This is an optimization exercise on Yosys and OpenROAD, whose aim is small area, not a production implementation.
Only simulation tests tie the RTL to the original design; equivalence was not proved.
No activity file was given, so power comes from the tool's default toggle rates.

File: design.v
`timescale 1ns/1ps
module scfd #(
    parameter MAX_FRAME = 128,
    parameter T_SETTLE  = 16
) (
    input  wire       clk,
    input  wire       rst,
    input  wire       rx_valid,
    input  wire [7:0] rx_data,
    output wire       tx_valid,
    output wire [7:0] tx_data,
    input  wire       tx_ready,
    output wire       bus_cs,
    output wire       bus_valid,
    output wire       bus_we,
    output wire [7:0] bus_wdata,
    input  wire       bus_ready,
    input  wire [7:0] bus_rdata,
    input  wire       bus_fail
);
    localparam [7:0] HEADER = 8'h7E;
    localparam [7:0] TAIL   = 8'h7F;
    localparam [6:0] CLAMP  = MAX_FRAME - 10;    
    localparam integer L    = 120;               
    localparam integer NP   = L / 8;             
    localparam integer NS   = 8;                 
    localparam [6:0] LAST   = L - 1;             
    localparam [3:0] S_IDLE  = 4'd0;
    localparam [3:0] S_WAIT  = 4'd1;    
    localparam [3:0] S_FETCH = 4'd2;    
    localparam [3:0] S_SET   = 4'd3;    
    localparam [3:0] S_B0    = 4'd4;    
    localparam [3:0] S_B1    = 4'd5;    
    localparam [3:0] S_B2    = 4'd6;    
    localparam [3:0] S_B3    = 4'd7;    
    localparam [3:0] S_T0    = 4'd8;    
    localparam [3:0] S_T1    = 4'd9;    
    localparam [3:0] S_T2    = 4'd10;   
    localparam [3:0] S_T3    = 4'd11;   
    localparam [3:0] S_T4    = 4'd12;   
    localparam [3:0] S_TF    = 4'd13;   
    localparam [3:0] S_CMP   = 4'd14;   
    localparam [3:0] S_RW    = 4'd15;   
    localparam [1:0] K_NACK = 2'd0;
    localparam [1:0] K_WR   = 2'd1;
    localparam [1:0] K_RD   = 2'd2;
    localparam [1:0] K_VF   = 2'd3;
    function [6:0] inc;    
        input [6:0] p;
        inc = (p == LAST) ? 7'd0 : p + 7'd1;
    endfunction
    reg        coll;        
    reg  [6:0] ac;          
    reg  [7:0] acc;         
    reg        wsel;        
    reg        cv;          
    reg  [2:0] c3;          
    reg  [7:0] p0, p1, p3;
    reg        p2z;         
    reg  [3:0] st;
    wire [6:0] idx       = ac + 7'd1;                  
    wire       ovf       = (ac == 7'd127);
    wire       app       = rx_valid && coll && !ovf;   
    wire       completes = app && (rx_data == TAIL) && (ac >= 7'd2);
    wire       hand_off  = completes && (acc == 8'd0) && (st == S_IDLE);
    wire       header    = rx_valid && !coll && (rx_data == HEADER);
    wire       abandon   = (completes && !hand_off) || (rx_valid && coll && ovf);
    wire       c_is7     = cv && (c3 == 3'd6);
    wire       c_is2     = cv && (c3 == 3'd1);
    wire       in_data   = (idx >= 7'd6) || (c_is2 && idx >= 7'd4) ||
                           (c_is7 && idx >= 7'd3);
    wire       data_in   = app && !completes && in_data;
    always @(posedge clk) begin
        if (rst) begin
            coll <= 1'b0;
        end else if (rx_valid) begin
            if (!coll) begin
                coll <= (rx_data == HEADER);
            end else if (ovf || completes) begin
                coll <= 1'b0;
            end
        end
    end
    always @(posedge clk) begin
        if (rx_valid) begin
            if (!coll) begin
                ac  <= 7'd0;
                acc <= rx_data;
            end else begin
                ac  <= idx;
                acc <= acc ^ rx_data;
            end
        end
    end
    always @(posedge clk) begin
        if (app) begin
            if (idx == 7'd1) begin
                cv <= (rx_data[7:4] == 4'd0) && (rx_data[3:0] != 4'd0) &&
                      (rx_data[3:0] <= 4'd8);
                c3 <= rx_data[2:0] - 3'd1;
            end
            if (idx == 7'd2) p0  <= rx_data;
            if (idx == 7'd3) p1  <= rx_data;
            if (idx == 7'd4) p2z <= (rx_data == 8'd0);
            if (idx == 7'd5) p3  <= rx_data;
        end
    end
    always @(posedge clk) begin
        if (rst)
            wsel <= 1'b0;
        else if (hand_off)
            wsel <= ~wsel;
    end
    reg          pv;              
    reg  [7:0]   pr;
    reg  [8*NS-1:0] dl;           
    reg  [NS-1:0] sv, sf;
    reg  [6:0]   pc;              
    wire         s_in   = data_in && pv;
    wire         swr    = (sv != {NS{1'b0}}) && (pc[2:0] == 3'd0);
    wire [NS-1:0] s_old;
    genvar gq;
    generate
        for (gq = 0; gq < NS; gq = gq + 1) begin : g_old
            if (gq == NS - 1) begin : g_top
                assign s_old[gq] = sv[gq];
            end else begin : g_low
                assign s_old[gq] = sv[gq] && (sv[NS-1:gq+1] == {(NS-1-gq){1'b0}});
            end
        end
    endgenerate
    reg  [7:0]   s_out;
    integer      q;
    always @(*) begin
        s_out = 8'd0;
        for (q = 0; q < NS; q = q + 1)
            s_out = s_out | (dl[8*q +: 8] & {8{s_old[q]}});
    end
    wire         s_disp = |(sf & s_old);              
    wire [NS-1:0] sv_w  = swr ? (sv & ~s_old) : sv;    
    wire [NS-1:0] sf_w  = sf & sv_w;
    wire         flush_end = swr && s_disp && (sf_w == {NS{1'b0}});
    always @(posedge clk) begin
        if (rst || header || completes || (rx_valid && coll && ovf))
            pv <= 1'b0;
        else if (data_in)
            pv <= 1'b1;
        if (data_in)
            pr <= rx_data;
        dl <= {dl[8*NS-9:0], pr};
    end
    always @(posedge clk) begin
        if (rst) begin
            sv <= {NS{1'b0}};
            sf <= {NS{1'b0}};
        end else begin
            sv <= {(abandon ? sf_w[NS-2:0] : sv_w[NS-2:0]), s_in};
            sf <= {(hand_off ? sv_w[NS-2:0] : sf_w[NS-2:0]), 1'b0};
        end
    end
    wire [6:0]   pc_n   = swr ? pc : inc(pc);
    always @(posedge clk) begin
        if (rst)
            pc <= 7'd0;
        else
            pc <= pc_n;
    end
    wire [6:0]  plen    = ac - 7'd2;    
    wire        blk_ok  = (plen >= 7'd4) && p2z && !p3[7] && (p3[6:0] == plen - 7'd4);
    wire        pid_ok  = (p0[7:2] == 6'd0);
    wire [6:0]  ra_size = (p2z && p3 <= {1'b0, CLAMP}) ? p3[6:0] : CLAMP;
    wire [6:0]  cl_size = (p0 == 8'd0 && p1 <= {1'b0, CLAMP}) ? p1[6:0] : CLAMP;
    reg  [1:0]  d_kind;
    reg         d_ones, d_rd1;
    reg  [15:0] d_addr;
    reg  [6:0]  d_cnt;
    always @(*) begin
        d_kind = K_NACK;
        d_ones = 1'b0;
        d_rd1  = 1'b0;
        d_addr = {p0, p1};
        d_cnt  = 7'd0;
        if (cv) begin
            case (c3)
                3'd0: if (plen == 7'd2) begin d_kind = K_RD; d_cnt = 7'd1; d_rd1 = 1'b1; end
                3'd1: if (plen == 7'd3) begin d_kind = K_WR; d_cnt = 7'd1; end
                3'd2: if (plen == 7'd4) begin d_kind = K_RD; d_cnt = ra_size; end
                3'd3: if (blk_ok)       begin d_kind = K_WR; d_cnt = p3[6:0]; end
                3'd4: if (plen == 7'd2) begin
                    d_kind = K_WR; d_cnt = cl_size; d_ones = 1'b1; d_addr = 16'h0000;
                end
                3'd5: if (blk_ok)       begin d_kind = K_VF; d_cnt = p3[6:0]; end
                3'd6: if (plen == 7'd65 && pid_ok) begin
                    d_kind = K_WR; d_cnt = 7'd64; d_addr = {8'h01, p0[1:0], 6'd0};
                end
                default: if (plen == 7'd1 && pid_ok) begin
                    d_kind = K_RD; d_cnt = 7'd64; d_addr = {8'h01, p0[1:0], 6'd0};
                end
            endcase
        end
    end
    reg  [1:0]  kind;
    reg         ones, rd1;
    reg  [15:0] addr;
    reg  [6:0]  cnt;
    reg  [6:0]  tmr;
    reg         bad, mism;
    reg  [7:0]  csum;
    reg  [7:0]  h;
    reg  [6:0]  dp;           
    reg  [8*L-1:0] ra, rb;
    wire        rd_at = (dp[4:0] == 5'd31) || (dp == LAST);
    wire [6:0]  rpos  = (dp[6:5] == 2'd3) ? LAST : {dp[6:5], 5'd31};
    wire [7:0]  tail  = wsel ? ra[8*rpos +: 8] : rb[8*rpos +: 8];
    wire wr_at   = (dp[2:0] == 3'd0);              
    wire hwr     = (st == S_RW) && wr_at;          
    wire done_x  = (tmr == cnt);                   
    wire has_pay = bad || (kind == K_NACK) || (kind == K_RD && cnt != 7'd0);
    wire err_pay = bad || (kind == K_NACK);
    wire d_stall = ((st == S_FETCH || st == S_TF || st == S_CMP) && rd_at) || hwr;
    wire        hand_n = hand_off && (sv_w == {NS{1'b0}});    
    wire [6:0]  ad_a   = (hand_n || flush_end) ? pc_n : dp;
    wire [6:0]  ad_b   = hand_off ? d_cnt : cnt;
    wire [7:0]  dp_sum = {1'b0, ad_a} + {1'b0, ad_b};
    wire [6:0]  dp_add = (dp_sum >= L) ? dp_sum - L : dp_sum[6:0];
    always @(posedge clk) begin
        if (hand_n || flush_end || (hwr && done_x))
            dp <= dp_add;
        else if (!d_stall)
            dp <= inc(dp);
    end
    wire        a_s  = swr && (s_disp == wsel);      
    wire        b_s  = swr && (s_disp != wsel);
    wire        a_h  = hwr && wsel;                  
    wire        b_h  = hwr && !wsel;
    wire [3:0]  a_pt = a_h ? dp[6:3] : pc[6:3];
    wire [3:0]  b_pt = b_h ? dp[6:3] : pc[6:3];
    wire [7:0]  a_d  = a_h ? h : s_out;
    wire [7:0]  b_d  = b_h ? h : s_out;
    genvar gp;
    generate
        for (gp = 0; gp < L; gp = gp + 1) begin : g_ring
            if (gp % 8 == 1 && gp / 8 == NP - 1) begin : g_port
                always @(posedge clk) begin
                    ra[8*gp +: 8] <= ((a_s || a_h) && a_pt == gp / 8) ? a_d : ra[8*(gp-1) +: 8];
                    rb[8*gp +: 8] <= ((b_s || b_h) && b_pt == gp / 8) ? b_d : rb[8*(gp-1) +: 8];
                end
            end else if (gp % 8 == 1) begin : g_iport
                wire [7:0] ad = ((gp / 8) % 2) ? ~a_d : a_d;
                wire [7:0] bd = ((gp / 8) % 2) ? ~b_d : b_d;
                always @(posedge clk) begin
                    ra[8*gp +: 8] <= ~(((a_s || a_h) && a_pt == gp / 8) ? ad : ra[8*(gp-1) +: 8]);
                    rb[8*gp +: 8] <= ~(((b_s || b_h) && b_pt == gp / 8) ? bd : rb[8*(gp-1) +: 8]);
                end
            end else begin : g_plain
                always @(posedge clk) begin
                    ra[8*gp +: 8] <= ra[8*((gp+L-1)%L) +: 8];
                    rb[8*gp +: 8] <= rb[8*((gp+L-1)%L) +: 8];
                end
            end
        end
    endgenerate
    always @(posedge clk) begin
        if (rst) begin
            st <= S_IDLE;
        end else begin
            case (st)
                S_IDLE: if (hand_off) st <= S_WAIT;
                S_WAIT: if (sf == {NS{1'b0}}) begin
                    if (cnt == 7'd0)
                        st <= S_T0;
                    else if (kind == K_WR && !ones)
                        st <= S_FETCH;
                    else
                        st <= S_B0;
                end
                S_FETCH: if (rd_at) st <= S_B0;
                S_B0: if (bus_ready) st <= S_B1;
                S_B1: if (bus_ready) st <= S_B2;
                S_B2: if (bus_ready) st <= S_B3;
                S_B3: if (bus_ready) begin
                    case (kind)
                        K_WR:    st <= S_SET;
                        K_RD:    st <= S_RW;
                        default: st <= S_CMP;
                    endcase
                end
                S_SET: if (tmr == T_SETTLE - 1)
                    st <= (cnt == 7'd0 || bad) ? S_T0 : ones ? S_B0 : S_FETCH;
                S_CMP: if (rd_at) st <= done_x ? S_T0 : S_B3;
                S_RW:  if (wr_at) st <= done_x ? S_T0 : S_B3;
                S_T0: if (tx_ready) st <= S_T1;
                S_T1: if (tx_ready) st <= !has_pay ? S_T3 : err_pay ? S_T2 : S_TF;
                S_TF: if (rd_at) st <= S_T2;
                S_T2: if (tx_ready) st <= (err_pay || cnt == 7'd1) ? S_T3 : S_TF;
                S_T3: if (tx_ready) st <= S_T4;
                S_T4: if (tx_ready) st <= S_IDLE;
                default: st <= S_IDLE;
            endcase
        end
    end
    always @(posedge clk) begin
        case (st)
            S_IDLE: if (hand_off) begin
                kind <= d_kind;
                ones <= d_ones;
                rd1  <= d_rd1;
                addr <= d_addr;
                cnt  <= d_cnt;
                bad  <= 1'b0;
                mism <= 1'b0;
                tmr  <= 7'd0;
            end
            S_FETCH: if (rd_at) h <= tail;
            S_TF:    if (rd_at) h <= tail;
            S_B3: if (bus_ready) begin
                bad <= bus_fail;
                h   <= bus_rdata;
                if (kind == K_WR) begin
                    cnt  <= cnt - 7'd1;
                    addr <= addr + 16'd1;
                    tmr  <= 7'd0;
                end else begin
                    tmr  <= tmr + 7'd1;
                end
            end
            S_CMP: if (rd_at && h != tail) mism <= 1'b1;
            S_SET: tmr <= tmr + 7'd1;
            S_T2:  if (tx_ready) cnt <= cnt - 7'd1;
            default: ;
        endcase
    end
    assign bus_valid = (st[3:2] == 2'b01);
    assign bus_cs    = bus_valid || ((st == S_CMP || st == S_RW) && !done_x);
    assign bus_we    = (st != S_B3) || (kind == K_WR);
    assign bus_wdata = (st == S_B0) ? {6'd0, 1'b1, kind != K_WR} :
                       (st == S_B1) ? addr[15:8] :
                       (st == S_B2) ? addr[7:0] :
                       ones ? 8'hFF : h;
    reg [7:0] code_byte;
    always @(*) begin
        if (bad || kind == K_NACK) code_byte = 8'h11;
        else if (kind == K_WR)     code_byte = 8'h10;
        else if (kind == K_RD)     code_byte = rd1 ? 8'h12 : 8'h13;
        else                       code_byte = mism ? 8'h15 : 8'h14;
    end
    assign tx_valid = (st == S_T0 || st == S_T1 || st == S_T2 || st == S_T3 || st == S_T4);
    assign tx_data  = (st == S_T0) ? HEADER :
                      (st == S_T1) ? code_byte :
                      (st == S_T2) ? (err_pay ? (bad ? 8'h04 : 8'h01) : h) :
                      (st == S_T3) ? csum : TAIL;
    always @(posedge clk) begin
        if (tx_ready) begin
            if (st == S_T0)
                csum <= HEADER;
            else if (st == S_T1 || st == S_T2)
                csum <= csum ^ tx_data;
        end
    end
endmodule
File: flow/run.sh
#!/bin/bash
set -euo pipefail
export BUFFER_PORTS_ARGS="-buffer_cell sky130_fd_sc_hd__buf_1"
export CTS_ARGS="-sink_clustering_enable -repair_clock_nets -sink_clustering_size 16 -sink_clustering_max_diameter 50 -buf_list sky130_fd_sc_hd__clkbuf_8 -dont_use_dummy_load"
bash standard.sh > standard_flow.log 2>&1
File: standard.sh
#!/bin/bash
# synth_recipe.tcl (not shown) runs the flow's synth.tcl, then flattens the netlist and writes it again
# the make line also repeats each setting of config.mk as NAME=value (left out here)
make -C /OpenROAD-flow-scripts/flow DESIGN_CONFIG=/design/flow/config.mk WORK_HOME=/design/flow/orfs CLKGATE_MAP_FILE= SYNTH_SCRIPT=/design/flow/synth_recipe.tcl "${@:-finish}"
File: config.mk
export PLATFORM = sky130hd
export DESIGN_NAME = scfd
export DESIGN_NICKNAME = scfd
export VERILOG_FILES = /design/flow/design.v
export SDC_FILE = /design/flow/constraint.sdc
export NUM_CORES = 4
export LEC_CHECK = 0
export ABC_AREA = 1
export CAP_MARGIN = 20
export CORE_MARGIN = 2
export CORE_UTILIZATION = 75
export CTS_BUF_LIST = sky130_fd_sc_hd__clkbuf_8
export CTS_CLUSTER_DIAMETER = 40
export CTS_CLUSTER_SIZE = 14
export PLACE_DENSITY = 0.85
export SLEW_MARGIN = 20
File: constraint.sdc
create_clock -name core_clock -period 10.0 [get_ports {clk}]
set_input_delay 2.0000 -clock core_clock [delete_from_list [all_inputs] [get_ports {clk}]]
set_output_delay 2.0000 -clock core_clock [all_outputs]
set_load 0.01 [all_outputs]
==> run_results.csv, run 1 <==
group,metric,value,unit
logic_synthesis,synth_xor_area_share,0.711,%
logic_synthesis,seq_area_frac_synth,82.4,%
worst_setup_path,worstPathArrival,6.52,ns
floorplanning,coreArea,70000,sq um
power_and_ir_drop,netSwitchingFraction,19.9,%
placed_design,place_congestion,0.921,
logic_synthesis,synth-edff-count,111,
power_and_ir_drop,p_leak,23.2,nW
power_and_ir_drop,p_seq_share,68.6,%
worst_setup_path,crit_required,10.51,ns
detailed_routing,drtIter0Drc,2526,
logic_synthesis,synth.cell_area,53000,sq um
power_and_ir_drop,power.density,221,nW/um^2
detailed_routing,vias_per_cell,5.44,
logic_synthesis,yosys.area_share.simple,9.00,%
worst_setup_path,cp-start-kind,"input port",
worst_setup_path,r2r_end,"dp[3]",
detailed_routing,dr.pass1.iters,7,
logic_synthesis,synth_compound_area_share,4.61,%
detailed_routing,detail_route.wl_per_cell,21.9,um
min_path,hold_class,"reg -> reg",
layout,layout_commonest_cell,"dfxtp_1",
sta,min_period_over_period,60.1,%
layout,area_delta_synth_final,6.20,%
min_path,worstHoldStart,"rb[567]",
sta,period_minus_slack,6.01,ns
clocking,cts_resized,0,
power_and_ir_drop,p_int,9.95,mW
detailed_routing,wl_met3,6350,um
sta,tightest_slew,1.08,ns
detailed_routing,top_layer,"met4",
sta,finalMaxSlewViolations,0,
clocking,cts_made_buffers,158,
logic_synthesis,synthArstFlopShare,0,%
floorplanning,initial_utilization,75.7,%
layout,most-common-layout-cells,"dfxtp_1 (2013), nand2_1 (438), nor2_1 (419), a21oi_1 (273), inv_1 (236)",
detailed_routing,antenna_left,0,
floorplanning,die_x,270,um
sta,grt_setup_unrepaired,"false",
power_and_ir_drop,comb_power_share,0.4,%
logic_synthesis,ys_seq_elements,2124,
power_and_ir_drop,clock_power_share,31.0,%
clocking,postCtsSetupBuffers,0,
clocking,htree_levels,4,
global_routing,grt_max_degree,43,
global_routing,antenna_found_initial,6,
floorplanning,dieHeight,270,um
job,cap_violations,0,
logic_synthesis,synthMuxAreaShare,0,%
sta,setup_violations,0,
worst_setup_path,reg2reg_slack,4.86,ns
floorplanning,rows,97,
clocking,clock-sinks,2124,
worst_setup_path,crit_fanout,18,
detailed_routing,via_count,28300,
global_routing,grt-ovfl-total,0,
worst_setup_path,reg2reg_depth,27,
detailed_routing,m1WireLength,46400,um
placed_design,dp_cells,5036,
worst_setup_path,worstSetupEndpointType,"register",
power_and_ir_drop,power,12.4,mW
worst_setup_path,critPathKind,"in -> reg",
min_path,hold_depth,0,
logic_synthesis,ys_types,54,
floorplanning,ios,42,
layout,drive_gt1_share,5.55,%
clocking,root_buffer,"clkbuf_8",
worst_setup_path,reg2reg_from,"ac[1]",
outcome,status,"no timing/DRC/antenna violations",
layout,fin_cells,5197,
placed_design,detailed_place_hpwl,74300,um
sta,clock_skew,0.123,ns
clocking,holdBufCountCts,0,
logic_synthesis,ys_warn_count,1,
floorplanning,die_area,72800,sq um
logic_synthesis,syn-num-nets,4152,
clocking,clk_latency,0.85,ns
detailed_routing,wl_met2,55900,um
clocking,clockBufferDepth,3,
logic_synthesis,avgSynthCellArea,12.9,sq um
layout,nNetsFinal,4312,
placed_design,portBuffers,41,
clocking,cts_tree,"yes",
sta,fmax,166,MHz
sta,slew_headroom,28.2,%
power_and_ir_drop,ir_worst_vdd,220,uV
logic_synthesis,synth_fa_ha_area_share,0.817,%
logic_synthesis,synth_top_family_by_area,"simple AND/OR/NAND/NOR gates",
sta,hold_slack,0.270,ns
global_routing,grt_pass1_wl,170000,um
min_path,min_to,"rb[575]",
logic_synthesis,synthFlopType,"dfxtp_1",
clocking,clk_pin_slew,0.10,ns
detailed_routing,drc,0,
detailed_routing,wirelength,114000,um
global_routing,grt_pass1_vias,28900,
power_and_ir_drop,switching_power,2.47,mW
global_routing,grt_use_total,31.4,%
layout,final_util,80.4,%
sta,hold_viol_final,0,
sta,fin_tns_setup,0,ns
logic_synthesis,post_synth_inst_count,4096,
[power groups by stage]
stage	Clock, mW	Combinational (mW)	Sequential [mW]
2_1_floorplan	0	0.0264	8.72
3_3_place_gp	0	0.0424	8.72
3_5_place_dp	0	0.0444	8.72
4_1_cts	3.90	0.0447	8.52
5_1_grt	4.19	0.0513	8.53
6_report	3.86	0.0457	8.52
[critical path: stages]
cell	delay (ns)
buf_1	0.69
nand2_1	0.16
inv_1	0.10
nand2_1	0.09
nor3_1	0.21
nand3_1	0.18
nor2_1	0.24
nand3_1	0.31
nand2_1	0.41
inv_1	0.10
nand2_1	0.07
nand2_1	0.06
ha_1	0.35
a21oi_1	0.17
nand2_1	0.10
a21oi_1	0.16
o21bai_1	0.11
xor2_1	0.36
nand3_1	0.15
nand2_1	0.19
inv_1	0.08
nand2_1	0.06
nand2_1	0.05
nand2_1	0.05
nand2_1	0.05
[registers in the layout, indices dropped and copies added (netlist names), 3 cells and up]
register / count
ra: 960
tmr: 7
p3: 8
p1: 8
ac: 7
p0: 8
pr: 8
acc: 8
addr: 16
csum: 8
cnt: 7
st: 4
pc: 7
dp: 7
dl: 64
h: 8
sf: 7
rb: 960
sv: 8
c3: 3
[cell type report]
cell class | instances | area, sq um
sequential | 2124 | 43600
inverter | 250 | 938
tap | 940 | 1180
clock buffer | 158 | 2170
antenna | 3 | 7.51
fill | 3678 | 13800
timing repair buffer | 63 | 319
multi-input combinational | 1659 | 8020
[cells in the mapped netlist, drive strengths merged, types with 2 or more instances]
cell type / number / area [sq um]
a22oi: 2 / 15.0
nor2: 427 / 1640
clkbuf: 22 / 82.6
edfxtp: 111 / 3330
a21oi: 274 / 1380
buf: 41 / 313
nor3b: 3 / 22.5
nor3: 33 / 175
a211oi: 3 / 22.5
o311ai: 2 / 17.5
ha: 33 / 413
nor4: 8 / 50.1
o21bai: 3 / 22.5
a22o: 5 / 43.8
nand2: 464 / 1860
inv: 247 / 927
and3: 5 / 31.3
clkinv: 3 / 11.3
o221ai: 5 / 43.8
o31ai: 5 / 37.5
o21ai: 127 / 643
nand3: 134 / 671
xnor2: 9 / 78.8
or2: 4 / 25.0
o211ai: 3 / 22.5
nand4: 44 / 275
xor2: 34 / 298
dfxtp: 2013 / 40300
o22ai: 12 / 75.1
a31oi: 10 / 62.6
[through the flow]
stage          instance area (sq um)  worst slack (ns)
4_1_cts                        56300              4.11
5_1_grt                        56300              3.51
2_1_floorplan                  53000              4.80
3_5_place_dp                   54100              3.29
6_report                       56300              3.99
3_3_place_gp                   54100              3.32
[how the worst max path moves through the flow]
| stage | startpoint | to | depth (start not counted) |
|---|---|---|---|
| 5_1_grt | rx_valid | dp[5] | 25 |
| 2_1_floorplan | rx_data[0] | dp[5] | 25 |
| 3_5_place_dp | rx_valid | dp[5] | 25 |
| 4_1_cts | rx_valid | dp[5] | 25 |
| 3_3_place_gp | rx_valid | dp[3] | 25 |
| 6_report | rx_valid | dp[3] | 25 |
[layer usage]
layer	vias up	GRT usage (%)
met1	13800	40.0
li1	13300	-
met3	284	5.40
met4	0	13.8
met2	926	53.4
met5	-	0
[kinds of logic (layout without fill, tap and decap cells)]
group                    Yosys count  in the layout
flip-flops                      2124           2124
AO/OA/AOI/OAI                    458            458
adder cells (fa/ha/maj)           34             34
AND/OR/NAND/NOR                 1124           1124
XOR/XNOR                          43             43
other                              0              3
buffers and inverters            313            471
==> inputs of run 2 (changes only) <==
==> flow/run.sh (replaced) <==
#!/bin/bash
# The standard layout (bash standard.sh, the standard flow's own ORFS flow), with two
# changes:
#  - the port buffers are the smallest buffer (sky130_fd_sc_hd__buf_1)
#    instead of the one buffer_ports picks by default;
#  - clock tree synthesis adds no dummy loads. Its other arguments are the
#    ones cts.tcl builds from config.mk (clkbuf_8, clusters of up to 18
#    sinks within 50 um).
# The whole output of the standard flow goes to standard_flow.log here; ORFS
# keeps each step's log under orfs/logs/.
set -euo pipefail
export BUFFER_PORTS_ARGS="-buffer_cell sky130_fd_sc_hd__buf_1"
export CTS_ARGS="-sink_clustering_enable -repair_clock_nets -sink_clustering_size 18 -sink_clustering_max_diameter 50 -buf_list sky130_fd_sc_hd__clkbuf_8 -dont_use_dummy_load"
bash standard.sh > standard_flow.log 2>&1
--- a/config.mk
+++ b/config.mk
@@ -10,7 +10,7 @@
 export CORE_MARGIN = 2
 export CORE_UTILIZATION = 75
 export CTS_BUF_LIST = sky130_fd_sc_hd__clkbuf_8
-export CTS_CLUSTER_DIAMETER = 40
-export CTS_CLUSTER_SIZE = 14
+export CTS_CLUSTER_DIAMETER = 50
+export CTS_CLUSTER_SIZE = 18
 export PLACE_DENSITY = 0.85
 export SLEW_MARGIN = 20
==> run 2 against run 1 <==
- still clean on timing, DRC and antenna
- worst setup slack better by 0.0092 ns
- final cell count is 0.23% lower
- final area fell by 0.29%
- global-route usage up 0.077 points
- core utilization is 0.24 points lower
- synthesized cell count unchanged
- via count shrank 0.78%
- area after synthesis stayed put
- sequential cell count did not move
- first-iteration DRC count increased by 0.71%
- fmax rose by 0.15%
- worst hold slack gained 0.0070 ns
==> run_results.csv, run 2 <==
group,metric,value,unit
outcome,status,"no timing/DRC/antenna violations",
logic_synthesis,post_synth_inst_count,4096,
placed_design,place_congestion,0.921,
worst_setup_path,worstPathArrival,6.52,ns
logic_synthesis,synthArstFlopShare,0,%
logic_synthesis,ys_types,54,
sta,period_minus_slack,6.01,ns
detailed_routing,drc,0,
clocking,cts_tree,"yes",
floorplanning,die_x,270,um
sta,tightest_slew,1.06,ns
logic_synthesis,syn-num-nets,4152,
worst_setup_path,reg2reg_from,"ac[1]",
sta,grt_setup_unrepaired,"false",
floorplanning,dieHeight,270,um
power_and_ir_drop,power.density,219,nW/um^2
logic_synthesis,synth_commonest_cells,"dfxtp_1 (2013), nand2_1 (438), nor2_1 (419), a21oi_1 (273), inv_1 (236)",
worst_setup_path,crit_fanout,18,
worst_setup_path,critPathKind,"in -> reg",
detailed_routing,via_count,28000,
layout,area_delta_synth_final,5.89,%
detailed_routing,detail_route.wl_per_cell,22.0,um
logic_synthesis,synth.cell_area,53000,sq um
detailed_routing,drtIter0Drc,2544,
logic_synthesis,synth-edff-count,111,
sta,slew_headroom,28.9,%
layout,regArea,43600,sq um
global_routing,grt_use_total,31.5,%
logic_synthesis,yosys-top-cells-area,"dfxtp_1 (76%), edfxtp_1 (6.3%), nand2_1 (3.1%), nor2_1 (3.0%), a21oi_1 (2.6%)",
clocking,htree_levels,4,
global_routing,antenna_found_initial,7,
layout,layout_commonest_cell,"dfxtp_1",
global_routing,grt_max_degree,43,
job,cap_violations,0,
logic_synthesis,ys_warn_count,1,
logic_synthesis,avgSynthCellArea,12.9,sq um
worst_setup_path,worstSetupEndpointType,"register",
clocking,postCtsSetupBuffers,0,
layout,fin_cells,5185,
clocking,cts_made_buffers,146,
logic_synthesis,yosysMostFrequentCell,"dfxtp_1",
layout,drive_gt1_share,5.28,%
power_and_ir_drop,ir_worst_vdd,206,uV
floorplanning,ios,42,
sta,finalMaxSlewViolations,0,
clocking,clk_latency,0.84,ns
sta,fin_tns_setup,0,ns
layout,final_area,56100,sq um
detailed_routing,antenna_left,0,
detailed_routing,vias_per_cell,5.41,
clocking,cts_resized,0,
global_routing,grt_pass1_vias,28800,
placed_design,detailed_place_hpwl,74300,um
sta,min_period_over_period,60.1,%
layout,multi_input_area,8020,sq um
sta,fmax,167,MHz
logic_synthesis,synth_top_area_share,76.1,%
floorplanning,coreArea,70000,sq um
sta,setup_violations,0,
placed_design,dp_cells,5036,
logic_synthesis,synthFlopType,"dfxtp_1",
min_path,worstHoldStart,"ra[469]",
floorplanning,die_area,72800,sq um
layout,most-common-layout-cells,"dfxtp_1 (2013), nand2_1 (438), nor2_1 (419), a21oi_1 (273), inv_1 (236)",
global_routing,grt-ovfl-total,0,
floorplanning,rows,97,
clocking,clock-sinks,2124,
sta,hold_viol_final,0,
detailed_routing,dr.pass1.iters,8,
power_and_ir_drop,power,12.3,mW
worst_setup_path,crit_required,10.51,ns
clocking,holdBufCountCts,0,
detailed_routing,wirelength,114000,um
worst_setup_path,cp-start-kind,"input port",
clocking,clk_pin_slew,0.10,ns
placed_design,portBuffers,41,
logic_synthesis,seq_area_frac_synth,82.4,%
min_path,hold_class,"reg -> reg",
clocking,clockBufferDepth,3,
logic_synthesis,ys_seq_elements,2124,
layout,fillers,3668,
placed_design,placed_cell_area,54100,sq um
worst_setup_path,cp-startpoint,"rx_valid",
logic_synthesis,yosysTopAreaCell,"dfxtp_1",
layout,nNetsFinal,4300,
global_routing,grt_pass1_wl,170000,um
floorplanning,initial_utilization,75.7,%
layout,largestRegisters,"ra: 960 flops, rb: 960 flops, dl: 64 flops",
power_and_ir_drop,p_leak,23.1,nW
clocking,root_buffer,"clkbuf_8",
sta,clock_skew,0.153,ns
-- run 2: cell counts after synthesis --
Identical to the previous run, type by type.
-- run 2: stage by stage --
| step | setup WS, ns | util [%] | hold WS [ns] |
|---|---|---|---|
| after CTS | 4.10 | 80.1 | 0.282 |
| after global placement | 3.32 | 77.2 | 0.310 |
| final | 4.00 | 80.1 | 0.277 |
| after global routing | 3.48 | 80.1 | 0.292 |
| after floorplan | 4.80 | - | 0.310 |
| after detailed placement | 3.29 | 77.2 | 0.312 |
-- run 2: cell families after synthesis --
logic type	count (synthesis)	synth area share, %
AND/OR/NAND/NOR	1124	9.00
flip-flops	2124	82.4
AO/OA/AOI/OAI	458	4.61
XOR/XNOR	43	0.711
adder cells (fa/ha/maj)	34	0.817
buffers and inverters	313	2.52
-- run 2: worst max-delay path, stage by stage --
cell      delay [ns]
buf_1           0.68
nand2_1         0.16
inv_1           0.10
nand2_1         0.09
nor3_1          0.21
nand3_1         0.18
nor2_1          0.24
nand3_1         0.31
nand2_1         0.42
inv_1           0.10
nand2_1         0.07
nand2_1         0.07
ha_1            0.35
a21oi_1         0.17
nand2_1         0.10
a21oi_1         0.16
o21bai_1        0.11
xor2_1          0.35
nand3_1         0.15
nand2_1         0.18
inv_1           0.08
nand2_1         0.06
nand2_1         0.05
nand2_1         0.05
nand2_1         0.05
-- run 2: routing by layer --
metal	GRT usage (%)	routed length, um	vias to the layer above
met5	0	10	-
met4	14.7	5410	2
met3	5.04	6520	288
met2	53.2	55900	1017
met1	40.2	46100	13500
li1	-	-	13300
-- run 2: worst paths after layout --
check / slack, ns / to / cells after the start
setup / recovery: 4.00 / dp[3] / 25
hold / removal: 0.28 / ra[477] / 0
setup reg to reg: 4.86 / dp[3] / 27
hold reg to reg: 0.28 / ra[477] / 0
-- run 2: report_power, final --
part	internal, mW	switching (mW)	total (mW)
Sequential	8.52	0.00378	8.53
Combinational	0.0131	0.0327	0.0458
Clock	1.31	2.40	3.72
-- run 2: final cells by class --
class | count | share of cell area (%)
antenna | 3 | 0.0134
inverter | 250 | 1.67
timing repair buffer | 63 | 0.569
tap | 940 | 2.10
sequential | 2124 | 77.8
multi-input combinational | 1659 | 14.3
clock buffer | 146 | 3.58
==> inputs of run 3 (changes only) <==
--- a/design.v
+++ b/design.v
@@ -25,6 +25,7 @@
     localparam integer NP   = L / 8;             
     localparam integer NS   = 8;                 
     localparam [6:0] LAST   = L - 1;             
+    localparam [6:0] XPOS   = 7'd8;              
     localparam [3:0] S_IDLE  = 4'd0;
     localparam [3:0] S_WAIT  = 4'd1;    
     localparam [3:0] S_FETCH = 4'd2;    
@@ -39,7 +40,7 @@
     localparam [3:0] S_T3    = 4'd11;   
     localparam [3:0] S_T4    = 4'd12;   
     localparam [3:0] S_TF    = 4'd13;   
-    localparam [3:0] S_CMP   = 4'd14;   
+    localparam [3:0] S_GAP   = 4'd14;   
     localparam [3:0] S_RW    = 4'd15;   
     localparam [1:0] K_NACK = 2'd0;
     localparam [1:0] K_WR   = 2'd1;
@@ -52,7 +53,6 @@
     reg        coll;        
     reg  [6:0] ac;          
     reg  [7:0] acc;         
-    reg        wsel;        
     reg        cv;          
     reg  [2:0] c3;          
     reg  [7:0] p0, p1, p3;
@@ -105,12 +105,6 @@
             if (idx == 7'd5) p3  <= rx_data;
         end
     end
-    always @(posedge clk) begin
-        if (rst)
-            wsel <= 1'b0;
-        else if (hand_off)
-            wsel <= ~wsel;
-    end
     reg          pv;              
     reg  [7:0]   pr;
     reg  [8*NS-1:0] dl;           
@@ -159,9 +153,12 @@
         end
     end
     wire [6:0]   pc_n   = swr ? pc : inc(pc);
+    wire         x_start;         
     always @(posedge clk) begin
         if (rst)
             pc <= 7'd0;
+        else if (x_start)
+            pc <= XPOS;
         else
             pc <= pc_n;
     end
@@ -208,55 +205,63 @@
     reg  [7:0]  csum;
     reg  [7:0]  h;
     reg  [6:0]  dp;           
-    reg  [8*L-1:0] ra, rb;
+    reg  [8*L-1:0] rc, rd;
     wire        rd_at = (dp[4:0] == 5'd31) || (dp == LAST);
     wire [6:0]  rpos  = (dp[6:5] == 2'd3) ? LAST : {dp[6:5], 5'd31};
-    wire [7:0]  tail  = wsel ? ra[8*rpos +: 8] : rb[8*rpos +: 8];
-    wire wr_at   = (dp[2:0] == 3'd0);              
-    wire hwr     = (st == S_RW) && wr_at;          
-    wire done_x  = (tmr == cnt);                   
+    wire [7:0]  tail  = rd[8*rpos +: 8];
+    wire wr_at   = (dp[4:0] == 5'd0);              
+    reg         pf;                                
     wire has_pay = bad || (kind == K_NACK) || (kind == K_RD && cnt != 7'd0);
     wire err_pay = bad || (kind == K_NACK);
-    wire d_stall = ((st == S_FETCH || st == S_TF || st == S_CMP) && rd_at) || hwr;
+    wire at_x    = (kind == K_RD) ? wr_at : rd_at;
+    wire x3      = (st == S_B3) && bus_ready;                
+    wire xd      = (x3 && kind != K_WR && at_x) ||           
+                   ((st == S_RW) && at_x);                   
+    wire [7:0] xb = (st == S_RW) ? h : bus_rdata;            
+    wire xr      = xd && (kind == K_RD);                     
+    wire last_x  = (tmr + 7'd1 == cnt);                      
+    wire done_x  = (tmr == cnt);                             
+    wire pf_need = (cnt != 7'd0) && !ones && !bad && !pf;    
+    wire t2_next = (st == S_T2) && tx_ready && !err_pay && (cnt != 7'd1) && rd_at;
+    wire d_stall = ((st == S_FETCH || st == S_TF) && rd_at) ||
+                   xd || t2_next ||
+                   ((st == S_SET) && pf_need && rd_at);
     wire        hand_n = hand_off && (sv_w == {NS{1'b0}});    
+    assign      x_start = hand_n || flush_end;
+    wire        xfer   = (st == S_WAIT) && (sf == {NS{1'b0}});   
     wire [6:0]  ad_a   = (hand_n || flush_end) ? pc_n : dp;
     wire [6:0]  ad_b   = hand_off ? d_cnt : cnt;
     wire [7:0]  dp_sum = {1'b0, ad_a} + {1'b0, ad_b};
     wire [6:0]  dp_add = (dp_sum >= L) ? dp_sum - L : dp_sum[6:0];
     always @(posedge clk) begin
-        if (hand_n || flush_end || (hwr && done_x))
+        if (hand_n || flush_end || (xr && (st == S_RW ? done_x : last_x)))
             dp <= dp_add;
         else if (!d_stall)
             dp <= inc(dp);
     end
-    wire        a_s  = swr && (s_disp == wsel);      
-    wire        b_s  = swr && (s_disp != wsel);
-    wire        a_h  = hwr && wsel;                  
-    wire        b_h  = hwr && !wsel;
-    wire [3:0]  a_pt = a_h ? dp[6:3] : pc[6:3];
-    wire [3:0]  b_pt = b_h ? dp[6:3] : pc[6:3];
-    wire [7:0]  a_d  = a_h ? h : s_out;
-    wire [7:0]  b_d  = b_h ? h : s_out;
     genvar gp;
     generate
         for (gp = 0; gp < L; gp = gp + 1) begin : g_ring
-            if (gp % 8 == 1 && gp / 8 == NP - 1) begin : g_port
-                always @(posedge clk) begin
-                    ra[8*gp +: 8] <= ((a_s || a_h) && a_pt == gp / 8) ? a_d : ra[8*(gp-1) +: 8];
-                    rb[8*gp +: 8] <= ((b_s || b_h) && b_pt == gp / 8) ? b_d : rb[8*(gp-1) +: 8];
-                end
-            end else if (gp % 8 == 1) begin : g_iport
-                wire [7:0] ad = ((gp / 8) % 2) ? ~a_d : a_d;
-                wire [7:0] bd = ((gp / 8) % 2) ? ~b_d : b_d;
-                always @(posedge clk) begin
-                    ra[8*gp +: 8] <= ~(((a_s || a_h) && a_pt == gp / 8) ? ad : ra[8*(gp-1) +: 8]);
-                    rb[8*gp +: 8] <= ~(((b_s || b_h) && b_pt == gp / 8) ? bd : rb[8*(gp-1) +: 8]);
-                end
-            end else begin : g_plain
-                always @(posedge clk) begin
-                    ra[8*gp +: 8] <= ra[8*((gp+L-1)%L) +: 8];
-                    rb[8*gp +: 8] <= rb[8*((gp+L-1)%L) +: 8];
-                end
+            if (gp % 8 == 1 && gp / 8 == NP - 1) begin : g_cport
+                always @(posedge clk)
+                    rc[8*gp +: 8] <= (swr && pc[6:3] == gp / 8) ? s_out : rc[8*(gp-1) +: 8];
+            end else if (gp % 8 == 1) begin : g_ciport
+                wire [7:0] cd = ((gp / 8) % 2) ? ~s_out : s_out;
+                always @(posedge clk)
+                    rc[8*gp +: 8] <= ~((swr && pc[6:3] == gp / 8) ? cd : rc[8*(gp-1) +: 8]);
+            end else begin : g_cplain
+                always @(posedge clk)
+                    rc[8*gp +: 8] <= rc[8*((gp+L-1)%L) +: 8];
+            end
+            if (gp % 32 == 1) begin : g_dport
+                always @(posedge clk)
+                    rd[8*gp +: 8] <= (xr && dp[6:5] == gp / 32) ? xb : rd[8*(gp-1) +: 8];
+            end else if (gp == XPOS + 1) begin : g_dcopy
+                always @(posedge clk)
+                    rd[8*gp +: 8] <= xfer ? ~rc[8*XPOS +: 8] : rd[8*(gp-1) +: 8];
+            end else begin : g_dplain
+                always @(posedge clk)
+                    rd[8*gp +: 8] <= rd[8*((gp+L-1)%L) +: 8];
             end
         end
     endgenerate
@@ -266,7 +271,7 @@
         end else begin
             case (st)
                 S_IDLE: if (hand_off) st <= S_WAIT;
-                S_WAIT: if (sf == {NS{1'b0}}) begin
+                S_WAIT: if (xfer && tmr == LAST) begin
                     if (cnt == 7'd0)
                         st <= S_T0;
                     else if (kind == K_WR && !ones)
@@ -278,21 +283,23 @@
                 S_B0: if (bus_ready) st <= S_B1;
                 S_B1: if (bus_ready) st <= S_B2;
                 S_B2: if (bus_ready) st <= S_B3;
-                S_B3: if (bus_ready) begin
-                    case (kind)
-                        K_WR:    st <= S_SET;
-                        K_RD:    st <= S_RW;
-                        default: st <= S_CMP;
-                    endcase
+                S_B3: if (x3) begin
+                    if (kind == K_WR)
+                        st <= S_SET;
+                    else if (!at_x)
+                        st <= S_RW;
+                    else if (last_x)
+                        st <= S_GAP;
                 end
+                S_RW: if (at_x) st <= done_x ? S_T0 : S_B3;
                 S_SET: if (tmr == T_SETTLE - 1)
-                    st <= (cnt == 7'd0 || bad) ? S_T0 : ones ? S_B0 : S_FETCH;
-                S_CMP: if (rd_at) st <= done_x ? S_T0 : S_B3;
-                S_RW:  if (wr_at) st <= done_x ? S_T0 : S_B3;
+                    st <= (cnt == 7'd0 || bad) ? S_T0 :
+                          (ones || pf || rd_at) ? S_B0 : S_FETCH;
+                S_GAP: st <= S_T0;
                 S_T0: if (tx_ready) st <= S_T1;
                 S_T1: if (tx_ready) st <= !has_pay ? S_T3 : err_pay ? S_T2 : S_TF;
                 S_TF: if (rd_at) st <= S_T2;
-                S_T2: if (tx_ready) st <= (err_pay || cnt == 7'd1) ? S_T3 : S_TF;
+                S_T2: if (tx_ready && !t2_next) st <= (err_pay || cnt == 7'd1) ? S_T3 : S_TF;
                 S_T3: if (tx_ready) st <= S_T4;
                 S_T4: if (tx_ready) st <= S_IDLE;
                 default: st <= S_IDLE;
@@ -302,6 +309,7 @@
     always @(posedge clk) begin
         case (st)
             S_IDLE: if (hand_off) begin
+                pf   <= 1'b0;
                 kind <= d_kind;
                 ones <= d_ones;
                 rd1  <= d_rd1;
@@ -311,10 +319,12 @@
                 mism <= 1'b0;
                 tmr  <= 7'd0;
             end
+            S_WAIT:  if (xfer) tmr <= (tmr == LAST) ? 7'd0 : tmr + 7'd1;
             S_FETCH: if (rd_at) h <= tail;
             S_TF:    if (rd_at) h <= tail;
-            S_B3: if (bus_ready) begin
+            S_B3: if (x3) begin
                 bad <= bus_fail;
+                pf  <= 1'b0;
                 h   <= bus_rdata;
                 if (kind == K_WR) begin
                     cnt  <= cnt - 7'd1;
@@ -324,14 +334,27 @@
                     tmr  <= tmr + 7'd1;
                 end
             end
-            S_CMP: if (rd_at && h != tail) mism <= 1'b1;
-            S_SET: tmr <= tmr + 7'd1;
-            S_T2:  if (tx_ready) cnt <= cnt - 7'd1;
+            default: ;
+        endcase
+        if (xd && kind == K_VF && xb != tail)
+            mism <= 1'b1;
+        case (st)
+            S_SET: begin
+                tmr <= tmr + 7'd1;
+                if (pf_need && rd_at) begin
+                    h  <= tail;
+                    pf <= 1'b1;
+                end
+            end
+            S_T2:  if (tx_ready) begin
+                cnt <= cnt - 7'd1;
+                if (t2_next) h <= tail;
+            end
             default: ;
         endcase
     end
     assign bus_valid = (st[3:2] == 2'b01);
-    assign bus_cs    = bus_valid || ((st == S_CMP || st == S_RW) && !done_x);
+    assign bus_cs    = bus_valid || ((st == S_RW) && !done_x);
     assign bus_we    = (st != S_B3) || (kind == K_WR);
     assign bus_wdata = (st == S_B0) ? {6'd0, 1'b1, kind != K_WR} :
                        (st == S_B1) ? addr[15:8] :
==> flow/run.sh (replaced) <==
#!/bin/bash
# The standard layout (bash standard.sh, the standard flow's own ORFS flow), with two
# changes:
#  - the port buffers are the smallest buffer (sky130_fd_sc_hd__buf_1)
#    instead of the one buffer_ports picks by default;
#  - clock tree synthesis adds no dummy loads. Its other arguments are the
#    ones cts.tcl builds from config.mk (clkbuf_8, clusters of up to 16
#    sinks within 50 um).
# The whole output of the standard flow goes to standard_flow.log here; ORFS
# keeps each step's log under orfs/logs/.
set -euo pipefail
export BUFFER_PORTS_ARGS="-buffer_cell sky130_fd_sc_hd__buf_1"
export CTS_ARGS="-sink_clustering_enable -repair_clock_nets -sink_clustering_size 16 -sink_clustering_max_diameter 50 -buf_list sky130_fd_sc_hd__clkbuf_8 -dont_use_dummy_load"
bash standard.sh > standard_flow.log 2>&1
==> run 3 against run 2 <==
- sequential share of layout area is 0.75 points higher
- final area is 1.3% lower
- fmax is 6.9% higher
- via count is 9.3% lower
- critical path depth is 2 lower
- core utilization is 0.61 points higher
- critical endpoint unchanged
==> run_results.csv, run 3 <==
group,metric,value,unit
clocking,root_buffer,"clkbuf_8",
detailed_routing,detail_route.wl_per_cell,19.8,um
sta,fin_tns_setup,0,ns
layout,fillers,3391,
logic_synthesis,ys_types,65,
logic_synthesis,post_synth_inst_count,3737,
floorplanning,dieHeight,267,um
worst_setup_path,critPathKind,"in -> reg",
logic_synthesis,synth_top_area_share,78.2,%
layout,nNetsFinal,3966,
outcome,status,"no timing/DRC/antenna violations",
sta,tightest_slew,1.16,ns
power_and_ir_drop,power,12.8,mW
detailed_routing,wirelength,96000,um
clocking,cts_resized,0,
placed_design,place_congestion,0.917,
logic_synthesis,yosys.area_share.simple,6.95,%
logic_synthesis,synth_top_family_by_area,"simple AND/OR/NAND/NOR gates",
sta,period_minus_slack,5.62,ns
worst_setup_path,reg2reg_from,"ac[1]",
clocking,htree_levels,4,
clocking,holdBufCountCts,0,
detailed_routing,antenna_left,0,
logic_synthesis,ys_seq_elements,2124,
worst_setup_path,crit_required,10.50,ns
logic_synthesis,synth_compound_area_share,4.16,%
placed_design,portBuffers,41,
logic_synthesis,syn-num-nets,3795,
worst_setup_path,crit_fanout,20,
logic_synthesis,yosysMostFrequentCell,"dfxtp_1",
global_routing,grt_max_degree,26,
sta,finalMaxSlewViolations,0,
power_and_ir_drop,p_leak,22.8,nW
floorplanning,ios,42,
sta,grt_setup_unrepaired,"false",
detailed_routing,via_count,25400,
clocking,clk_pin_slew,0.09,ns
worst_setup_path,worstSetupEndpointType,"register",
logic_synthesis,synth-edff-count,95,
worst_setup_path,cp-startpoint,"rx_valid",
logic_synthesis,synthFlopType,"dfxtp_1",
logic_synthesis,synthArstFlopShare,0,%
min_path,worstHoldStart,"rd[859]",
clocking,clock-sinks,2124,
detailed_routing,drc,0,
global_routing,grt_pass1_vias,26400,
worst_setup_path,worstPathArrival,6.12,ns
layout,layout_commonest_cell,"dfxtp_1",
floorplanning,initial_utilization,75.8,%
power_and_ir_drop,power.density,232,nW/um^2
logic_synthesis,synth.cell_area,52000,sq um
clocking,clk_latency,0.79,ns
sta,min_period_over_period,56.2,%
global_routing,grt_pass1_wl,148000,um
logic_synthesis,synth_commonest_cells,"dfxtp_1 (2029), nand2_1 (431), inv_1 (224), nor2_1 (179), o21ai_0 (150)",
layout,area_delta_synth_final,6.55,%
layout,fin_cells,4839,
clocking,clockBufferDepth,3,
logic_synthesis,ys_warn_count,1,
logic_synthesis,synthMuxAreaShare,1.36,%
logic_synthesis,yosys-top-cells-area,"dfxtp_1 (78%), edfxtp_1 (5.5%), nand2_1 (3.1%), inv_1 (1.6%), o21ai_0 (1.4%)",
placed_design,placed_cell_area,53200,sq um
logic_synthesis,avgSynthCellArea,13.9,sq um
detailed_routing,dr.pass1.iters,6,
floorplanning,die_area,71400,sq um
floorplanning,coreArea,68600,sq um
layout,largestRegisters,"rc: 960 flops, rd: 960 flops, dl: 64 flops",
sta,fmax,178,MHz
sta,clock_skew,0.0786,ns
layout,final_util,80.7,%
min_path,hold_class,"reg -> reg",
placed_design,detailed_place_hpwl,63400,um
global_routing,antenna_found_initial,4,
clocking,cts_made_buffers,158,
layout,drive_gt1_share,6.63,%
global_routing,grt-ovfl-total,0,
floorplanning,die_x,267,um
job,cap_violations,0,
detailed_routing,vias_per_cell,5.26,
logic_synthesis,synth_xor_area_share,0.855,%
clocking,postCtsSetupBuffers,0,
sta,setup_violations,0,
detailed_routing,drtIter0Drc,1972,
layout,most-common-layout-cells,"dfxtp_1 (2029), nand2_1 (431), inv_1 (224), nor2_1 (179), clkbuf_8 (158)",
placed_design,dp_cells,4678,
clocking,cts_tree,"yes",
logic_synthesis,yosysTopAreaCell,"dfxtp_1",
logic_synthesis,seq_area_frac_synth,83.7,%
floorplanning,rows,96,
sta,hold_viol_final,0,
global_routing,grt_use_total,27.4,%
logic_synthesis,synth_fa_ha_area_share,0.881,%
worst_setup_path,cp-start-kind,"input port",
power_and_ir_drop,ir_worst_vdd,159,uV
layout,final_area,55400,sq um
sta,slew_headroom,22.1,%
## run 3: final timing paths
kind,endpoint,slack [ns],cells past startpoint
worst min register to register,rd[867],0.29,0
worst min-delay path,rd[867],0.29,0
worst max register to register,dp[3],5.24,31
worst max-delay path,dp[3],4.38,23
## run 3: kinds of logic (layout without fill, tap and decap cells)
group           count (synthesis)  after routing
flops                        2124           2124
simple gates                  819            819
compound gates                359            359
buf+inv                       281            450
mux                            69             69
xor+xnor                       49             49
fa+ha+maj                      36             36
other cells                     0              2
## run 3: area by class of cell
type	count	area, sq um	area share (%)
tap	931	1160	2.10
inverter	234	878	1.59
multi-input combinational	1332	7390	13.4
clock buffer	158	2170	3.93
antenna	2	5.00	0.00904
timing repair buffer	58	277	0.499
sequential	2124	43500	78.5
## run 3: per-stage QoR
step | setup WS, ns | hold WS, ns
finish | 4.38 | 0.285
floorplan | 4.96 | 0.310
global route | 3.96 | 0.277
detailed placement | 3.65 | 0.312
CTS | 4.49 | 0.276
global placement | 3.66 | 0.310
## run 3: layer usage
metal | up-vias | GRT usage, % | part of all wire, %
li1 | 12200 | - | -
met2 | 787 | 47.7 | 50
met5 | - | 0 | 0.014
met3 | 233 | 4.92 | 4.8
met1 | 12200 | 34.6 | 42
met4 | 2 | 9.90 | 3.1
## run 3: worst max-delay path, cell delays in order
cell and delay, ns:
buf_1 0.70, nand3_1 0.26, nor3_1 0.24, nand2_1 0.15, nor2_1 0.17, nand3_2 0.28, nand2_4 0.33, nand2_1 0.09
o21ai_1 0.09, ha_1 0.29, a21oi_1 0.15, nand2_1 0.10, a21oi_1 0.14, o21bai_1 0.09, and2_1 0.15, nor2_1 0.23
nand2_1 0.09, nor2_1 0.16, nand2_1 0.13, nand3_1 0.10, nand2_1 0.06, nand2_1 0.06, nand2_1 0.05
## run 3: power breakdown
part | total (mW) | switching [mW] | internal (mW)
sequential | 8.57 | 0.0309 | 8.54
combinational | 0.495 | 0.341 | 0.155
clock | 3.78 | 2.37 | 1.42
total | 12.8 | 2.74 | 10.1
==> inputs of run 4 (changes only) <==
==> flow/run.sh (replaced) <==
#!/bin/bash
# The standard layout (bash standard.sh, the standard flow's own ORFS flow), with two
# changes:
#  - the port buffers are the smallest buffer (sky130_fd_sc_hd__buf_1)
#    instead of the one buffer_ports picks by default;
#  - clock tree synthesis adds no dummy loads. Its other arguments are the
#    ones cts.tcl builds from config.mk (clkbuf_8, clusters of up to 18
#    sinks within 50 um).
# The whole output of the standard flow goes to standard_flow.log here; ORFS
# keeps each step's log under orfs/logs/.
set -euo pipefail
export BUFFER_PORTS_ARGS="-buffer_cell sky130_fd_sc_hd__buf_1"
export CTS_ARGS="-sink_clustering_enable -repair_clock_nets -sink_clustering_size 18 -sink_clustering_max_diameter 50 -buf_list sky130_fd_sc_hd__clkbuf_8 -dont_use_dummy_load"
bash standard.sh > standard_flow.log 2>&1
==> run 4 against run 3 <==
- synthesized cell count did not move
- highest routed layer is now met4
- sequential share of layout area is 0.27 points higher
- core utilization down 0.28 points
- critical path type unchanged
- area after synthesis stayed put
- fmax grew 0.15%
- combinational power about the same
- critical path depth is the same
- global-route usage grew 0.74 points
- count of clock-buffer cells in the layout down 15
- worst setup slack improved by 0.0083 ns
- clock skew increased by 0.044 ns
==> run_results.csv, run 4 <==
group,metric,value,unit
logic_synthesis,post_synth_inst_count,3737,
power_and_ir_drop,power.density,231,nW/um^2
placed_design,portBuffers,41,
sta,grt_setup_unrepaired,"false",
clocking,clk_latency,0.82,ns
layout,area_delta_synth_final,6.18,%
power_and_ir_drop,ir_worst_vdd,186,uV
detailed_routing,detail_route.wl_per_cell,20.4,um
worst_setup_path,worstPathArrival,6.09,ns
worst_setup_path,worstSetupEndpointType,"register",
clocking,cts_resized,0,
power_and_ir_drop,switching_power,2.73,mW
min_path,worstHoldStart,"rd[859]",
logic_synthesis,seq_area_frac_synth,83.7,%
layout,nNetsFinal,3952,
clocking,htree_levels,4,
worst_setup_path,cp-start-kind,"input port",
placed_design,place_congestion,0.917,
power_and_ir_drop,power,12.7,mW
logic_synthesis,syn-num-nets,3795,
detailed_routing,vias_per_cell,5.29,
worst_setup_path,reg2reg_slack,5.21,ns
layout,fin_cells,4825,
logic_synthesis,yosysTopAreaCell,"dfxtp_1",
logic_synthesis,synth.cell_area,52000,sq um
outcome,status,"no timing/DRC/antenna violations",
layout,layout_commonest_cell,"dfxtp_1",
power_and_ir_drop,clock_power_share,28.7,%
worst_setup_path,reg2reg_depth,31,
layout,fillers,3385,
detailed_routing,via_count,25500,
logic_synthesis,yosys-top-cells-area,"dfxtp_1 (78%), edfxtp_1 (5.5%), nand2_1 (3.1%), inv_1 (1.6%), o21ai_0 (1.4%)",
detailed_routing,wirelength,98500,um
placed_design,place_ws,3.65,ns
clocking,clk_pin_slew,0.11,ns
floorplanning,dieHeight,267,um
sta,fin_tns_setup,0,ns
global_routing,grt_use_total,28.2,%
job,cap_violations,0,
min_path,hold_depth,0,
logic_synthesis,synth_commonest_cells,"dfxtp_1 (2029), nand2_1 (431), inv_1 (224), nor2_1 (179), o21ai_0 (150)",
worst_setup_path,r2r_end,"dp[3]",
logic_synthesis,synth_top_area_share,78.2,%
power_and_ir_drop,netSwitchingFraction,21.5,%
sta,fmax,178,MHz
sta,period_minus_slack,5.61,ns
sta,setup_violations,0,
global_routing,grt_max_degree,26,
clocking,cts_made_buffers,143,
detailed_routing,dr.pass1.iters,7,
sta,min_period_over_period,56.1,%
logic_synthesis,yosysMostFrequentCell,"dfxtp_1",
logic_synthesis,ys_types,65,
sta,clock_skew,0.123,ns
layout,most-common-layout-cells,"dfxtp_1 (2029), nand2_1 (431), inv_1 (224), nor2_1 (177), o21ai_0 (150)",
floorplanning,die_x,267,um
sta,hold_viol_final,0,
layout,largestRegisters,"rc: 960 flops, rd: 960 flops, dl: 64 flops",
worst_setup_path,crit_fanout,20,
global_routing,grt_pass1_vias,26400,
clocking,clockBufferDepth,3,
worst_setup_path,reg2reg_from,"ac[1]",
sta,finalMaxSlewViolations,0,
worst_setup_path,critPathKind,"in -> reg",
logic_synthesis,avgSynthCellArea,13.9,sq um
logic_synthesis,synth-edff-count,95,
detailed_routing,drc,0,
logic_synthesis,synthFlopType,"dfxtp_1",
clocking,clock-sinks,2124,
logic_synthesis,ys_warn_count,1,
min_path,min_to,"rd[867]",
logic_synthesis,ys_seq_elements,2124,
placed_design,dp_cells,4678,
floorplanning,initial_utilization,75.8,%
sta,tightest_slew,1.03,ns
sta,timing.final.ws_setup,4.39,ns
power_and_ir_drop,p_leak,22.7,nW
floorplanning,die_area,71400,sq um
power_and_ir_drop,comb_power_share,3.9,%
layout,drive_gt1_share,6.35,%
clocking,postCtsSetupBuffers,0,
power_and_ir_drop,p_seq_share,67.4,%
logic_synthesis,synthArstFlopShare,0,%
min_path,hold_class,"reg -> reg",
clocking,holdBufCountCts,0,
sta,slew_headroom,31.1,%
clocking,cts_tree,"yes",
detailed_routing,antenna_left,0,
placed_design,detailed_place_hpwl,63400,um
global_routing,antenna_found_initial,5,
floorplanning,rows,96,
floorplanning,coreArea,68600,sq um
clocking,root_buffer,"clkbuf_8",
detailed_routing,drtIter0Drc,2149,
power_and_ir_drop,p_int,9.99,mW
global_routing,grt-ovfl-total,0,
sta,hold_slack,0.237,ns
global_routing,grt_pass1_wl,151000,um
worst_setup_path,crit_required,10.48,ns
floorplanning,ios,42,
-- run 4: cell counts after synthesis --
Identical to the previous run, type by type.
-- run 4: metal layers --
| layer | GRT usage, % | share of wire (%) |
|---|---|---|
| met3 | 4.77 | 4.5 |
| met2 | 49.1 | 50 |
| met4 | 10.2 | 3.3 |
| met1 | 35.6 | 42 |
| met5 | 0 | 0 |
-- run 4: metrics by stage --
| step | instance area, sq um | util (%) |
|---|---|---|
| finish | 55200 | 80.4 |
| global placement | 53200 | 77.5 |
| detailed placement | 53200 | 77.5 |
| floorplan | 52000 | - |
| global route | 55200 | 80.4 |
| CTS | 55100 | 80.4 |
-- run 4: cells by family (layout without fill, tap and decap cells) --
group | count (synthesis) | after routing | synth area share (%)
buffers and inverters | 281 | 436 | 2.14
other | 0 | 2 | 0
multiplexers | 69 | 69 | 1.36
flip-flops | 2124 | 2124 | 83.7
adder cells (fa/ha/maj) | 36 | 36 | 0.881
XOR/XNOR | 49 | 49 | 0.855
AND/OR/NAND/NOR | 819 | 819 | 6.95
AO/OA/AOI/OAI | 359 | 359 | 4.16
-- run 4: area by class of cell --
cell class / instances / area [sq um] / area share (%)
Sequential cell: 2124 / 43500 / 78.8
Multi-Input combinational cell: 1332 / 7400 / 13.4
Clock buffer: 143 / 1970 / 3.57
Tap cell: 931 / 1160 / 2.11
Inverter: 234 / 878 / 1.59
Timing Repair Buffer: 59 / 282 / 0.510
Antenna cell: 2 / 5.00 / 0.00907
-- run 4: worst max path at each step --
stage / startpoint / to / slack [ns] / cells past startpoint
3_3_place_gp: rx_valid / dp[4] / 3.66 / 23
5_1_grt: rx_valid / dp[3] / 3.95 / 24
6_report: rx_valid / dp[3] / 4.39 / 23
3_5_place_dp: rx_valid / dp[4] / 3.65 / 23
2_1_floorplan: rx_data[7] / dp[3] / 4.96 / 25
4_1_cts: rx_valid / dp[3] / 4.46 / 23
-- run 4: worst max-delay path, stage by stage --
cell and delay (ns):
buf_1 0.70, nand3_1 0.26, nor3_1 0.24, nand2_1 0.15, nor2_1 0.17, nand3_2 0.27
nand2_4 0.33, nand2_1 0.08, o21ai_1 0.09, ha_1 0.29, a21oi_1 0.15, nand2_1 0.10
a21oi_1 0.14, o21bai_1 0.09, and2_1 0.15, nor2_1 0.21, nand2_1 0.08, nor2_1 0.16
nand2_1 0.14, nand3_1 0.10, nand2_1 0.06, nand2_1 0.06, nand2_1 0.05
-- run 4: power by group through the flow --
stage                     sequential (mW)  combinational (mW)  clock, mW
after floorplan                      8.75               0.340          0
after CTS                            8.57               0.486       3.69
after global placement               8.77               0.450          0
after global routing                 8.58               0.546       3.98
final                                8.57               0.498       3.65
after detailed placement             8.77               0.470          0

## static timing again, ports no longer ideal
Ports are ideal in the flow. The routed layouts listed here were re-timed in OpenROAD. Step 1, drivers: a clkbuf_16 drives clk and a buf_2 each remaining input, both assumed. Step 2 adds t to the input delays and takes it off the output delays; t is the mean of the earliest and latest rising clock arrival at the registers after step 1. Input paths then give back, and output paths get back, about the clock's delay inside the block. a / b / c = ideal ports / drivers / drivers and shift; a / b = the first two.
run	t, ns	slack for setup (ns)	cell pins on the clock port's net
run 1	0.853	3.986 / 4.022 / 3.169	1
run 2	0.833	3.995 / 4.039 / 3.206	1
run 3	0.828	4.383 / 4.418 / 3.591	1
run 4	0.826	4.391 / 4.431 / 3.606	1
After both steps every run listed still meets setup and hold. The setup slack of run 1, which loses most, moves by +0.036 ns with the drivers and by -0.817 ns with both steps.
